This is an optimization exercise on Yosys and OpenROAD, whose aim is small area, a short achievable clock period and few clock cycles per item, not a production implementation.
At most, simulation tests tie the RTL to the original design; equivalence was not proved.
Power is estimated from default activity; no workload was simulated.

==> inputs of exp/fjord <==
==> flow/design.v <==
module sge_fsk_mod (
    input  wire       clk,
    input  wire       rst,
    input  wire       cfg_msb_first,    
    input  wire       cfg_invert_ss,    
    input  wire       in_valid,
    output wire       in_ready,
    input  wire [7:0] in_data,
    input  wire       in_last,
    output wire       out_valid,
    input  wire       out_ready,
    output wire [7:0] out_sample,
    output wire       out_last
);
    localparam [7:0]  SYNC_BYTE = 8'hAB;
    localparam [2:0] M_IDLE  = 3'd0;
    localparam [2:0] M_LEAD  = 3'd1;
    localparam [2:0] M_SYNC0 = 3'd2;
    localparam [2:0] M_SYNC1 = 3'd3;
    localparam [2:0] M_DATA  = 3'd4;
    localparam [2:0] M_TRAIL = 3'd5;
    reg  [2:0]  mode;       
    reg  [3:0]  bidx;       
    reg  [5:0]  samp;       
    reg         tone_q;     
    reg         nbit_q;     
    reg         last_q;     
    reg         ir_q;       
    reg         iv_q;       
    reg         ov_q;
    reg  [7:0]  os_q;
    reg         ol_q;
    assign in_ready   = ir_q;
    assign out_valid  = ov_q;
    assign out_sample = os_q;
    assign out_last   = ol_q;
    wire bit_end   = (samp == 6'd39);
    wire frame_end = bit_end && (bidx == 4'd15);
    wire stall     = (mode == M_DATA) && (bidx == 4'd0) && (samp == 6'd0) && !iv_q;
    wire have      = (mode != M_IDLE) && !stall;
    wire load      = have && (!ov_q || out_ready);
    function [6:0] qsin;
        input [6:0] k;
        begin
            case (k)
            7'd0: qsin = 7'd0;
            7'd1: qsin = 7'd3;
            7'd2: qsin = 7'd6;
            7'd3: qsin = 7'd9;
            7'd4: qsin = 7'd12;
            7'd5: qsin = 7'd16;
            7'd6: qsin = 7'd19;
            7'd7: qsin = 7'd22;
            7'd8: qsin = 7'd25;
            7'd9: qsin = 7'd28;
            7'd10: qsin = 7'd31;
            7'd11: qsin = 7'd34;
            7'd12: qsin = 7'd37;
            7'd13: qsin = 7'd40;
            7'd14: qsin = 7'd43;
            7'd15: qsin = 7'd46;
            7'd16: qsin = 7'd49;
            7'd17: qsin = 7'd51;
            7'd18: qsin = 7'd54;
            7'd19: qsin = 7'd57;
            7'd20: qsin = 7'd60;
            7'd21: qsin = 7'd63;
            7'd22: qsin = 7'd65;
            7'd23: qsin = 7'd68;
            7'd24: qsin = 7'd71;
            7'd25: qsin = 7'd73;
            7'd26: qsin = 7'd76;
            7'd27: qsin = 7'd78;
            7'd28: qsin = 7'd81;
            7'd29: qsin = 7'd83;
            7'd30: qsin = 7'd85;
            7'd31: qsin = 7'd88;
            7'd32: qsin = 7'd90;
            7'd33: qsin = 7'd92;
            7'd34: qsin = 7'd94;
            7'd35: qsin = 7'd96;
            7'd36: qsin = 7'd98;
            7'd37: qsin = 7'd100;
            7'd38: qsin = 7'd102;
            7'd39: qsin = 7'd104;
            7'd40: qsin = 7'd106;
            7'd41: qsin = 7'd107;
            7'd42: qsin = 7'd109;
            7'd43: qsin = 7'd111;
            7'd44: qsin = 7'd112;
            7'd45: qsin = 7'd113;
            7'd46: qsin = 7'd115;
            7'd47: qsin = 7'd116;
            7'd48: qsin = 7'd117;
            7'd49: qsin = 7'd118;
            7'd50: qsin = 7'd120;
            7'd51: qsin = 7'd121;
            7'd52: qsin = 7'd122;
            7'd53: qsin = 7'd122;
            7'd54: qsin = 7'd123;
            7'd55: qsin = 7'd124;
            7'd56: qsin = 7'd125;
            7'd57: qsin = 7'd125;
            7'd58: qsin = 7'd126;
            7'd59: qsin = 7'd126;
            7'd60: qsin = 7'd126;
            7'd61: qsin = 7'd127;
            7'd62: qsin = 7'd127;
            7'd63: qsin = 7'd127;
            7'd64: qsin = 7'd127;
            default: qsin = 7'd0;
            endcase
        end
    endfunction
    reg  [3:1] ph1;    
    reg  [7:4] ph4;    
    reg         c4;
    reg  [11:8] ph8;    
    reg         c8;
    reg  [15:12] ph12;    
    reg         c12;
    reg  [19:16] ph16;    
    reg         c16;
    reg  [23:20] ph20;    
    reg         c20;
    reg  [31:24] ph24;    
    reg         c24;
    wire        tone_a6 = ahead6 ? nbit_q : tone_q;
    wire [3:0] sum1 = {1'b0, ph1} + (tone_a6 ? 4'd3 : 4'd6) + 1'b0;
    wire        tone_a5 = ahead5 ? nbit_q : tone_q;
    wire [4:0] sum4 = {1'b0, ph4} + (tone_a5 ? 5'd6 : 5'd11) + c4;
    wire        tone_a4 = ahead4 ? nbit_q : tone_q;
    wire [4:0] sum8 = {1'b0, ph8} + (tone_a4 ? 5'd6 : 5'd11) + c8;
    wire        tone_a3 = ahead3 ? nbit_q : tone_q;
    wire [4:0] sum12 = {1'b0, ph12} + (tone_a3 ? 5'd6 : 5'd11) + c12;
    wire        tone_a2 = ahead2 ? nbit_q : tone_q;
    wire [4:0] sum16 = {1'b0, ph16} + (tone_a2 ? 5'd6 : 5'd11) + c16;
    wire        tone_a1 = ahead1 ? nbit_q : tone_q;
    wire [4:0] sum20 = {1'b0, ph20} + (tone_a1 ? 5'd6 : 5'd11) + c20;
    wire [8:0] sum24 = {1'b0, ph24} + (tone_q ? 9'd6 : 9'd11) + c24;
    always @(posedge clk) begin
        if (rst) begin
            ph1 <= 3'd2;
            ph4 <= 4'd15;
            c4 <= 1'b1;
            ph8 <= 4'd9;
            c8 <= 1'b0;
            ph12 <= 4'd3;
            c12 <= 1'b0;
            ph16 <= 4'd12;
            c16 <= 1'b1;
            ph20 <= 4'd6;
            c20 <= 1'b0;
            ph24 <= 8'd0;
            c24 <= 1'b0;
        end else if (load) begin
            ph1 <= sum1[2:0];
            c4 <= sum1[3];
            ph4 <= sum4[3:0];
            c8 <= sum4[4];
            ph8 <= sum8[3:0];
            c12 <= sum8[4];
            ph12 <= sum12[3:0];
            c16 <= sum12[4];
            ph16 <= sum16[3:0];
            c20 <= sum16[4];
            ph20 <= sum20[3:0];
            c24 <= sum20[4];
            ph24 <= sum24[7:0];
        end
    end
    wire ahead1 = (samp >= 6'd39);
    wire ahead2 = (samp >= 6'd38);
    wire ahead3 = (samp >= 6'd37);
    wire ahead4 = (samp >= 6'd36);
    wire ahead5 = (samp >= 6'd35);
    wire ahead6 = (samp >= 6'd34);
    function [7:0] sine;
        input [7:0] i;
        reg [6:0] k;
        reg [6:0] m;
        begin
            k = i[6] ? (7'd0 - i[6:0]) : i[6:0];
            m = qsin(k);
            sine = i[7] ? (8'd0 - {1'b0, m}) : {1'b0, m};
        end
    endfunction
    reg  [2:0] n_mode;
    reg  [3:0] n_bidx;
    always @(*) begin
        n_mode = mode;
        n_bidx = bidx + 4'd1;
        if (bidx == 4'd15) begin
            case (mode)
                M_LEAD:  n_mode = M_SYNC0;
                M_SYNC0: n_mode = M_SYNC1;
                M_SYNC1: n_mode = M_DATA;
                M_DATA:  n_mode = last_q ? M_TRAIL : M_DATA;
                default: n_mode = M_LEAD;     
            endcase
            if (n_mode == M_LEAD || n_mode == M_TRAIL)
                n_bidx = 4'd14;
        end
    end
    wire       n_tonepart = (n_mode == M_LEAD) || (n_mode == M_TRAIL);
    wire [2:0] d_idx = cfg_msb_first ? {n_bidx[2], ~n_bidx[1:0]} : {~n_bidx[2], n_bidx[1:0]};
    wire [2:0] s_idx = {n_bidx[2], ~n_bidx[1:0]};
    reg n_bit;
    always @(*) begin
        if (n_tonepart)
            n_bit = 1'b1;
        else if (n_bidx < 4'd4)
            n_bit = cfg_invert_ss;
        else if (n_bidx < 4'd12)
            n_bit = (n_mode == M_DATA) ? in_data[d_idx] : SYNC_BYTE[s_idx];
        else
            n_bit = !cfg_invert_ss;
    end
    always @(posedge clk) begin
        if (rst) begin
            mode <= M_IDLE;
            ir_q <= 1'b0;
            ov_q <= 1'b0;
            iv_q <= 1'b0;
        end else begin
            iv_q <= in_valid && !ir_q;
            if (ir_q && in_valid)
                ir_q <= 1'b0;
            if (mode == M_IDLE && in_valid)
                mode <= M_LEAD;
            if (!ov_q || out_ready)
                ov_q <= have;
            if (load) begin
                if (frame_end)
                    mode <= (mode == M_TRAIL) ? (in_valid ? M_LEAD : M_IDLE) : n_mode;
                if ((mode == M_DATA) && (bidx == 4'd11) && bit_end)
                    ir_q <= 1'b1;
            end
        end
    end
    always @(posedge clk) begin
        nbit_q <= n_bit;
        if (ir_q && in_valid)
            last_q <= in_last;
        if (mode == M_IDLE) begin
            bidx   <= 4'd14;
            samp   <= 6'd0;
            tone_q <= 1'b1;
        end
        if (load) begin
            os_q <= sine(ph24);
            ol_q <= (mode == M_TRAIL) && frame_end;
            if (bit_end) begin
                samp   <= 6'd0;
                bidx   <= n_bidx;
                tone_q <= nbit_q;
            end else begin
                samp <= samp + 6'd1;
            end
        end
    end
endmodule
==> flow/flow/run.sh <==
#!/bin/bash
# The standard layout (the standard.sh) with two changes:
# - after the standard synthesis, the combinational logic is mapped again by
#   abc with a stronger area script (flow/reopt.sh); every register keeps its
#   cell, name and connections;
# - the port buffers are buf_2 cells instead of the default choice.
# Synthesis leaves full and half adders as plain gates (no adder cells).
set -euo pipefail
export ADDER_MAP_FILE=
export BUFFER_PORTS_ARGS="-buffer_cell sky130_fd_sc_hd__buf_2"
R=orfs/results/$FLOW_PLATFORM/sge_fsk_mod/base
bash standard.sh synth > synth.log 2>&1
cp $R/1_2_yosys.v std_synth.v
bash flow/reopt.sh std_synth.v $R/1_2_yosys.v reopt $PWD/flow/abc_deep.script > reopt_summary.log 2>&1
rm -f $R/1_synth.odb
bash standard.sh finish > flow.log 2>&1
==> flow/flow/abc_deep.script <==
strash
&get -n
&deepsyn -T 30
&put
dch -f
map -a
==> flow/flow/cells2v.py <==
#!/usr/bin/env python3
"""Rewrite a netlist of sky130 cells: every combinational cell becomes an
assign of its liberty function; sequential cells stay as instances.
usage: cells2v.py LIBERTY IN.v OUT.v"""
import re, sys
lib, src_path, dst_path = sys.argv[1:4]
funcs, seq = {}, set()
cur = pin = None
for line in open(lib):
    m = re.match(r'\s*cell\s*\(\s*"?(\w+)"?\s*\)', line)
    if m:
        cur = m.group(1); funcs[cur] = {}; continue
    if cur and re.match(r'\s*(ff|latch|ff_bank|latch_bank)\s*\(', line):
        seq.add(cur)
    m = re.match(r'\s*pin\s*\(\s*"?(\w+)"?\s*\)', line)
    if m:
        pin = m.group(1); continue
    m = re.match(r'\s*function\s*:\s*"(.*)"', line)
    if m and cur:
        funcs[cur][pin] = m.group(1)
src = open(src_path).read()
inst_re = re.compile(r'\n(\s*)(sky130_fd_sc_hd__\w+)\s+(\S+)\s*\((.*?)\);', re.S)
assigns = []
def repl(m):
    cell, conns = m.group(2), m.group(4)
    if cell in seq:
        return m.group(0)
    pins = dict((a, b.strip()) for a, b in re.findall(r'\.(\w+)\(([^()]*)\)', conns))
    for op, f in funcs[cell].items():
        if op not in pins or not pins[op]:
            continue
        e = f.replace('!', '~').replace("'", '')
        e = re.sub(r'\b([A-Z]\w*)\b', lambda mm: '(' + pins[mm.group(1)] + ' )' if mm.group(1) in pins else mm.group(1), e)
        e = re.sub(r'(?<![\w\\$])1(?![\w\]])', "1'b1", e) if e.strip() in ('1',) else e
        if e.strip() == '0': e = "1'b0"
        if e.strip() == '1': e = "1'b1"
        assigns.append(f"  assign {pins[op]} = {e};")
    return ''
res = inst_re.sub(repl, src)
res = res.replace('endmodule', '\n'.join(assigns) + '\nendmodule')
open(dst_path, 'w').write(res)
==> flow/flow/reopt.sh <==
#!/bin/bash
# usage: reopt.sh IN_NETLIST OUT_NETLIST WORKDIR ABC_SCRIPT
# re-optimises the combinational logic of a synthesized netlist with abc;
# sequential cells and their names are kept
set -euo pipefail
IN=$1; OUT=$2; W=$3; SCR=$4
HERE=$(cd "$(dirname "$0")" && pwd)
LIB=${LIB:-$FLOW_HOME/platforms/sky130hd/lib/sky130_fd_sc_hd__tt_025C_1v80.lib}
mkdir -p $W
python3 $HERE/cells2v.py $LIB $IN $W/comb.v
DU=""
for c in sky130_fd_sc_hd__probe_p_8 sky130_fd_sc_hd__probec_p_8 'sky130_fd_sc_hd__lpflow_*'; do DU="$DU -dont_use $c"; done
cat > $W/reopt.ys <<EOY
read_liberty -lib $LIB
read_verilog $W/comb.v
hierarchy -top sge_fsk_mod
proc; opt_clean
techmap; opt -fast
abc -liberty $LIB $DU -script $SCR
opt_clean -purge
hilomap -singleton -hicell sky130_fd_sc_hd__conb_1 HI -locell sky130_fd_sc_hd__conb_1 LO
splitnets
opt_clean -purge
stat -liberty $LIB
write_verilog -noattr -noexpr -nohex -nodec $OUT
EOY
yosys -s $W/reopt.ys > $W/reopt.log 2>&1
grep "Chip area" $W/reopt.log
==> flow/standard.sh <==
#!/bin/bash
# synth_recipe.tcl (not shown) runs the flow's synth.tcl, then flattens the netlist and writes it again
# the make line also repeats each setting of config.mk as NAME=value (left out here)
make -C /OpenROAD-flow-scripts/flow DESIGN_CONFIG=/design/flow/config.mk WORK_HOME=/design/flow/orfs CLKGATE_MAP_FILE= SYNTH_SCRIPT=/design/flow/synth_recipe.tcl "${@:-finish}"
==> flow/config.mk <==
export PLATFORM = sky130hd
export DESIGN_NAME = sge_fsk_mod
export DESIGN_NICKNAME = sge_fsk_mod
export VERILOG_FILES = /design/flow/design.v
export SDC_FILE = /design/flow/constraint.sdc
export NUM_CORES = 4
export LEC_CHECK = 0
export ABC_AREA = 1
export CAP_MARGIN = 20
export CORE_MARGIN = 2
export CORE_UTILIZATION = 40
export SETUP_SLACK_MARGIN = 5
export SLEW_MARGIN = 20
==> flow/constraint.sdc <==
create_clock -name core_clock -period 8.5 [get_ports {clk}]
set_input_delay 1.7000 -clock core_clock [delete_from_list [all_inputs] [get_ports {clk}]]
set_output_delay 1.7000 -clock core_clock [all_outputs]
set_load 0.01 [all_outputs]
==> inputs of exp/juniper, as changes to exp/fjord <==
==> flow/design.v, changed modules only <==
module sge_fsk_mod (
    input  wire       clk,
    input  wire       rst,
    input  wire       cfg_msb_first,    
    input  wire       cfg_invert_ss,    
    input  wire       in_valid,
    output wire       in_ready,
    input  wire [7:0] in_data,
    input  wire       in_last,
    output wire       out_valid,
    input  wire       out_ready,
    output wire [7:0] out_sample,
    output wire       out_last
);
    localparam [7:0]  SYNC_BYTE = 8'hAB;
    localparam [2:0] M_IDLE  = 3'd0;
    localparam [2:0] M_LEAD  = 3'd1;
    localparam [2:0] M_SYNC0 = 3'd2;
    localparam [2:0] M_SYNC1 = 3'd3;
    localparam [2:0] M_DATA  = 3'd4;
    localparam [2:0] M_TRAIL = 3'd5;
    reg  [2:0]  mode;       
    reg  [3:0]  bidx;       
    reg  [5:0]  samp;       
    reg         tone_q;     
    reg         nbit_q;     
    reg         last_q;     
    reg         ir_q;       
    reg         iv_q;       
    reg         ov_q;
    reg  [7:0]  os_q;
    reg         ol_q;
    assign in_ready   = ir_q;
    assign out_valid  = ov_q;
    assign out_sample = os_q;
    assign out_last   = ol_q;
    wire bit_end   = (samp == 6'd39);
    wire frame_end = bit_end && (bidx == 4'd15);
    wire stall     = (mode == M_DATA) && (bidx == 4'd0) && (samp == 6'd0) && !iv_q;
    wire have      = (mode != M_IDLE) && !stall;
    wire load      = have && (!ov_q || out_ready);
    function [6:0] qsin;
        input [6:0] k;
        begin
            case (k)
            7'd0: qsin = 7'd0;
            7'd1: qsin = 7'd3;
            7'd2: qsin = 7'd6;
            7'd3: qsin = 7'd9;
            7'd4: qsin = 7'd12;
            7'd5: qsin = 7'd16;
            7'd6: qsin = 7'd19;
            7'd7: qsin = 7'd22;
            7'd8: qsin = 7'd25;
            7'd9: qsin = 7'd28;
            7'd10: qsin = 7'd31;
            7'd11: qsin = 7'd34;
            7'd12: qsin = 7'd37;
            7'd13: qsin = 7'd40;
            7'd14: qsin = 7'd43;
            7'd15: qsin = 7'd46;
            7'd16: qsin = 7'd49;
            7'd17: qsin = 7'd51;
            7'd18: qsin = 7'd54;
            7'd19: qsin = 7'd57;
            7'd20: qsin = 7'd60;
            7'd21: qsin = 7'd63;
            7'd22: qsin = 7'd65;
            7'd23: qsin = 7'd68;
            7'd24: qsin = 7'd71;
            7'd25: qsin = 7'd73;
            7'd26: qsin = 7'd76;
            7'd27: qsin = 7'd78;
            7'd28: qsin = 7'd81;
            7'd29: qsin = 7'd83;
            7'd30: qsin = 7'd85;
            7'd31: qsin = 7'd88;
            7'd32: qsin = 7'd90;
            7'd33: qsin = 7'd92;
            7'd34: qsin = 7'd94;
            7'd35: qsin = 7'd96;
            7'd36: qsin = 7'd98;
            7'd37: qsin = 7'd100;
            7'd38: qsin = 7'd102;
            7'd39: qsin = 7'd104;
            7'd40: qsin = 7'd106;
            7'd41: qsin = 7'd107;
            7'd42: qsin = 7'd109;
            7'd43: qsin = 7'd111;
            7'd44: qsin = 7'd112;
            7'd45: qsin = 7'd113;
            7'd46: qsin = 7'd115;
            7'd47: qsin = 7'd116;
            7'd48: qsin = 7'd117;
            7'd49: qsin = 7'd118;
            7'd50: qsin = 7'd120;
            7'd51: qsin = 7'd121;
            7'd52: qsin = 7'd122;
            7'd53: qsin = 7'd122;
            7'd54: qsin = 7'd123;
            7'd55: qsin = 7'd124;
            7'd56: qsin = 7'd125;
            7'd57: qsin = 7'd125;
            7'd58: qsin = 7'd126;
            7'd59: qsin = 7'd126;
            7'd60: qsin = 7'd126;
            7'd61: qsin = 7'd127;
            7'd62: qsin = 7'd127;
            7'd63: qsin = 7'd127;
            7'd64: qsin = 7'd127;
            default: qsin = 7'd0;
            endcase
        end
    endfunction
    reg  [7:1] ph1;    
    reg  [15:8] ph8;    
    reg         c8;
    reg  [23:16] ph16;    
    reg         c16;
    reg  [31:24] ph24;    
    reg         c24;
    wire        tone_a4 = ahead4 ? nbit_q : tone_q;
    wire [7:0] sum1 = {1'b0, ph1} + (tone_a4 ? 8'd51 : 8'd94) + 1'b0;
    wire        tone_a3 = ahead3 ? nbit_q : tone_q;
    wire [8:0] sum8 = {1'b0, ph8} + (tone_a3 ? 9'd102 : 9'd187) + c8;
    wire        tone_a2 = ahead2 ? nbit_q : tone_q;
    wire [8:0] sum16 = {1'b0, ph16} + (tone_a2 ? 9'd102 : 9'd187) + c16;
    wire        tone_a1 = ahead1 ? nbit_q : tone_q;
    wire [8:0] sum24 = {1'b0, ph24} + (tone_a1 ? 9'd6 : 9'd11) + c24;
    always @(posedge clk) begin
        if (rst || load) begin
          if (rst) begin
            ph1 <= 7'd76;
            ph8 <= 8'd51;
            c8 <= 1'b0;
            ph16 <= 8'd204;
            c16 <= 1'b1;
            ph24 <= 8'd6;
            c24 <= 1'b0;
          end else begin
            ph1 <= sum1[6:0];
            c8 <= sum1[7];
            ph8 <= sum8[7:0];
            c16 <= sum8[8];
            ph16 <= sum16[7:0];
            c24 <= sum16[8];
            ph24 <= sum24[7:0];
          end
        end
    end
    wire ahead1 = (samp >= 6'd39);
    wire ahead2 = (samp >= 6'd38);
    wire ahead3 = (samp >= 6'd37);
    wire ahead4 = (samp >= 6'd36);
    reg        sg_q;
    reg  [6:0] k_q;
    wire [6:0] k_n = ph24[30] ? (7'd0 - ph24[30:24]) : ph24[30:24];
    wire [6:0] m_q = qsin(k_q);
    wire [7:0] sine_q = sg_q ? (8'd0 - {1'b0, m_q}) : {1'b0, m_q};
    always @(posedge clk) begin
        if (rst || load) begin
            sg_q <= !rst && ph24[31];
            k_q  <= rst ? 7'd0 : k_n;
        end
    end
    reg  [2:0] n_mode;
    reg  [3:0] n_bidx;
    always @(*) begin
        n_mode = mode;
        n_bidx = bidx + 4'd1;
        if (bidx == 4'd15) begin
            case (mode)
                M_LEAD:  n_mode = M_SYNC0;
                M_SYNC0: n_mode = M_SYNC1;
                M_SYNC1: n_mode = M_DATA;
                M_DATA:  n_mode = last_q ? M_TRAIL : M_DATA;
                default: n_mode = M_LEAD;     
            endcase
            if (n_mode == M_LEAD || n_mode == M_TRAIL)
                n_bidx = 4'd14;
        end
    end
    wire       n_tonepart = (n_mode == M_LEAD) || (n_mode == M_TRAIL);
    wire [2:0] d_idx = cfg_msb_first ? {n_bidx[2], ~n_bidx[1:0]} : {~n_bidx[2], n_bidx[1:0]};
    wire [2:0] s_idx = {n_bidx[2], ~n_bidx[1:0]};
    reg n_bit;
    always @(*) begin
        if (n_tonepart)
            n_bit = 1'b1;
        else if (n_bidx < 4'd4)
            n_bit = cfg_invert_ss;
        else if (n_bidx < 4'd12)
            n_bit = (n_mode == M_DATA) ? in_data[d_idx] : SYNC_BYTE[s_idx];
        else
            n_bit = !cfg_invert_ss;
    end
    wire start = (mode == M_IDLE) && in_valid;
    always @(posedge clk) begin
        if (rst || start || (load && frame_end))
            mode <= rst ? M_IDLE : start ? M_LEAD :
                    (mode == M_TRAIL) ? (in_valid ? M_LEAD : M_IDLE) : n_mode;
    end
    always @(posedge clk) begin
        if (rst) begin
            ir_q <= 1'b0;
            ov_q <= 1'b0;
            iv_q <= 1'b0;
        end else begin
            iv_q <= in_valid && !ir_q;
            if (ir_q && in_valid)
                ir_q <= 1'b0;
            if (!ov_q || out_ready)
                ov_q <= have;
            if (load && (mode == M_DATA) && (bidx == 4'd11) && bit_end)
                ir_q <= 1'b1;
        end
    end
    always @(posedge clk) begin
        nbit_q <= n_bit;
        if (ir_q && in_valid)
            last_q <= in_last;
        if ((mode == M_IDLE) || (load && bit_end)) begin
            bidx   <= (mode == M_IDLE) ? 4'd14 : n_bidx;
            tone_q <= (mode == M_IDLE) ? 1'b1 : nbit_q;
        end
        if ((mode == M_IDLE) || load)
            samp <= ((mode == M_IDLE) || bit_end) ? 6'd0 : samp + 6'd1;
        if (load) begin
            os_q <= sine_q;
            ol_q <= (mode == M_TRAIL) && frame_end;
        end
    end
endmodule
--- a/flow/flow/run.sh
+++ b/flow/flow/run.sh
@@ -13,4 +13,4 @@
 cp $R/1_2_yosys.v std_synth.v
 bash flow/reopt.sh std_synth.v $R/1_2_yosys.v reopt $PWD/flow/abc_deep.script > reopt_summary.log 2>&1
 rm -f $R/1_synth.odb
-bash standard.sh finish > flow.log 2>&1
+bash standard.sh SETUP_SLACK_MARGIN=6 finish > flow.log 2>&1
==> flow/flow/abc_deep.script (replaced) <==
strash
&get -n
&deepsyn -T 60
&dch -f
&nf -R 1000
&put
--- a/flow/flow/cells2v.py
+++ b/flow/flow/cells2v.py
@@ -2,7 +2,7 @@
 """Rewrite a netlist of sky130 cells: every combinational cell becomes an
 assign of its liberty function; sequential cells stay as instances.
 usage: cells2v.py LIBERTY IN.v OUT.v"""
-import re, sys
+import os, re, sys
 lib, src_path, dst_path = sys.argv[1:4]
 funcs, seq = {}, set()
 cur = pin = None
@@ -23,7 +23,7 @@
 assigns = []
 def repl(m):
     cell, conns = m.group(2), m.group(4)
-    if cell in seq:
+    if cell in seq or (os.environ.get("KEEP_ADDERS") and re.search(r"__(fa|ha)_", cell)):
         return m.group(0)
     pins = dict((a, b.strip()) for a, b in re.findall(r'\.(\w+)\(([^()]*)\)', conns))
     for op, f in funcs[cell].items():
--- a/flow/flow/reopt.sh
+++ b/flow/flow/reopt.sh
@@ -7,7 +7,8 @@
 HERE=$(cd "$(dirname "$0")" && pwd)
 LIB=${LIB:-$FLOW_HOME/platforms/sky130hd/lib/sky130_fd_sc_hd__tt_025C_1v80.lib}
 mkdir -p $W
-python3 $HERE/cells2v.py $LIB $IN $W/comb.v
+python3 $HERE/cells2v.py $LIB $IN $W/comb0.v
+if [ -n "${LATE_PORTS:-}" ]; then python3 $HERE/lmux.py $W/comb0.v $W/comb.v $LATE_PORTS; else cp $W/comb0.v $W/comb.v; fi
 DU=""
 for c in sky130_fd_sc_hd__probe_p_8 sky130_fd_sc_hd__probec_p_8 'sky130_fd_sc_hd__lpflow_*'; do DU="$DU -dont_use $c"; done
 cat > $W/reopt.ys <<EOY
==> inputs of exp/yarrow, as changes to exp/fjord <==
==> flow/flow/abc_deep.script (replaced) <==
strash
&get -n
&deepsyn -T 60
&dch -f
&nf -R 1000
&put
--- a/flow/flow/cells2v.py
+++ b/flow/flow/cells2v.py
@@ -2,7 +2,7 @@
 """Rewrite a netlist of sky130 cells: every combinational cell becomes an
 assign of its liberty function; sequential cells stay as instances.
 usage: cells2v.py LIBERTY IN.v OUT.v"""
-import re, sys
+import os, re, sys
 lib, src_path, dst_path = sys.argv[1:4]
 funcs, seq = {}, set()
 cur = pin = None
@@ -23,7 +23,7 @@
 assigns = []
 def repl(m):
     cell, conns = m.group(2), m.group(4)
-    if cell in seq:
+    if cell in seq or (os.environ.get("KEEP_ADDERS") and re.search(r"__(fa|ha)_", cell)):
         return m.group(0)
     pins = dict((a, b.strip()) for a, b in re.findall(r'\.(\w+)\(([^()]*)\)', conns))
     for op, f in funcs[cell].items():
--- a/flow/flow/reopt.sh
+++ b/flow/flow/reopt.sh
@@ -7,7 +7,8 @@
 HERE=$(cd "$(dirname "$0")" && pwd)
 LIB=${LIB:-$FLOW_HOME/platforms/sky130hd/lib/sky130_fd_sc_hd__tt_025C_1v80.lib}
 mkdir -p $W
-python3 $HERE/cells2v.py $LIB $IN $W/comb.v
+python3 $HERE/cells2v.py $LIB $IN $W/comb0.v
+if [ -n "${LATE_PORTS:-}" ]; then python3 $HERE/lmux.py $W/comb0.v $W/comb.v $LATE_PORTS; else cp $W/comb0.v $W/comb.v; fi
 DU=""
 for c in sky130_fd_sc_hd__probe_p_8 sky130_fd_sc_hd__probec_p_8 'sky130_fd_sc_hd__lpflow_*'; do DU="$DU -dont_use $c"; done
 cat > $W/reopt.ys <<EOY
--- a/flow/config.mk
+++ b/flow/config.mk
@@ -8,6 +8,6 @@
 export ABC_AREA = 1
 export CAP_MARGIN = 20
 export CORE_MARGIN = 2
-export CORE_UTILIZATION = 40
+export CORE_UTILIZATION = 75
 export SETUP_SLACK_MARGIN = 5
 export SLEW_MARGIN = 20
==> summary.txt <==
|  | exp/fjord | exp/juniper | exp/yarrow |
|---|---|---|---|
| Power dissipated in the clock network | 0.262 mW | 0.301 mW | 0.268 mW |
| Maximum clock rate | 306 MHz | 301 MHz | 297 MHz |
| Most common cell after layout, fill and taps aside | sky130_fd_sc_hd__nand2_1 | sky130_fd_sc_hd__edfxtp_1 | sky130_fd_sc_hd__a21oi_1 |
| P_sw | 0.230 mW | 0.838 mW | 0.282 mW |
| Hold_sp | ph8[9] | ir_q | ir_q |
| Comb. pwr | 0.163 mW | 1.23 mW | 0.205 mW |
| Cell total after placement | 686 | 583 | 528 |
| Top pwr grp | sequential cells | combinational cells | sequential cells |
| Result of the run | timing/DRC/antenna clean | timing/DRC/antenna clean | timing/DRC/antenna clean |
| Global placement routability congestion | 0.839 | 0.846 | 0.990 |
| Pin count of the biggest net entering global routing | 44 | 50 | 44 |
| Starting density of the core | 40.9% | 40.5% | 78.2% |
| Number of setup buffers added after CTS | 0 | 57 | 3 |
| Fraction of met1 tracks used by global routing | 24.1% | 21.7% | 42.2% |
| Final critical-path share of the clock period | 38.5% | 39.1% | 39.6% |
| Power Dens Cells | 180 nW/µm² | 394 nW/µm² | 198 nW/µm² |
Testbench counts of exp/fjord, summed over its fixed seeds: cycles 107,536, samples 107,520.
Testbench counts of exp/yarrow, summed over its fixed seeds: cycles 107,536, samples 107,520.
Only the layout flow was run in exp/juniper; the RTL was not checked for function there.

-- separate check: timing with driven ports --
In the flow no input, the clock included, has a driving cell. The finished layouts below were timed again as built, in two steps.
Step 1 sets driving cells, clkbuf_16 on the clock port and buf_2 on the other inputs (assumed; they add their load-dependent delay and slew).
Step 2 times the ports against the registers' clock, not the clock port: input delays grow and output delays shrink by t, the midpoint of the rising clock arrivals with the driver on.
Slacks: ideal / step 1 / step 2; pairs: ideal / step 1.
run	shift t [ns]	setup WS [ns]	worst setup path after step 2
exp/fjord	0.353	5.230 / 5.237 / 4.884	input to register
exp/juniper	0.374	5.175 / 5.175 / 5.175	register to register
exp/yarrow	0.376	5.134 / 5.134 / 4.864	input to register
After both steps every run listed still meets setup and hold. For exp/fjord, which loses most, drivers alone change the setup slack by +0.007 ns; drivers and shift together by -0.346 ns.
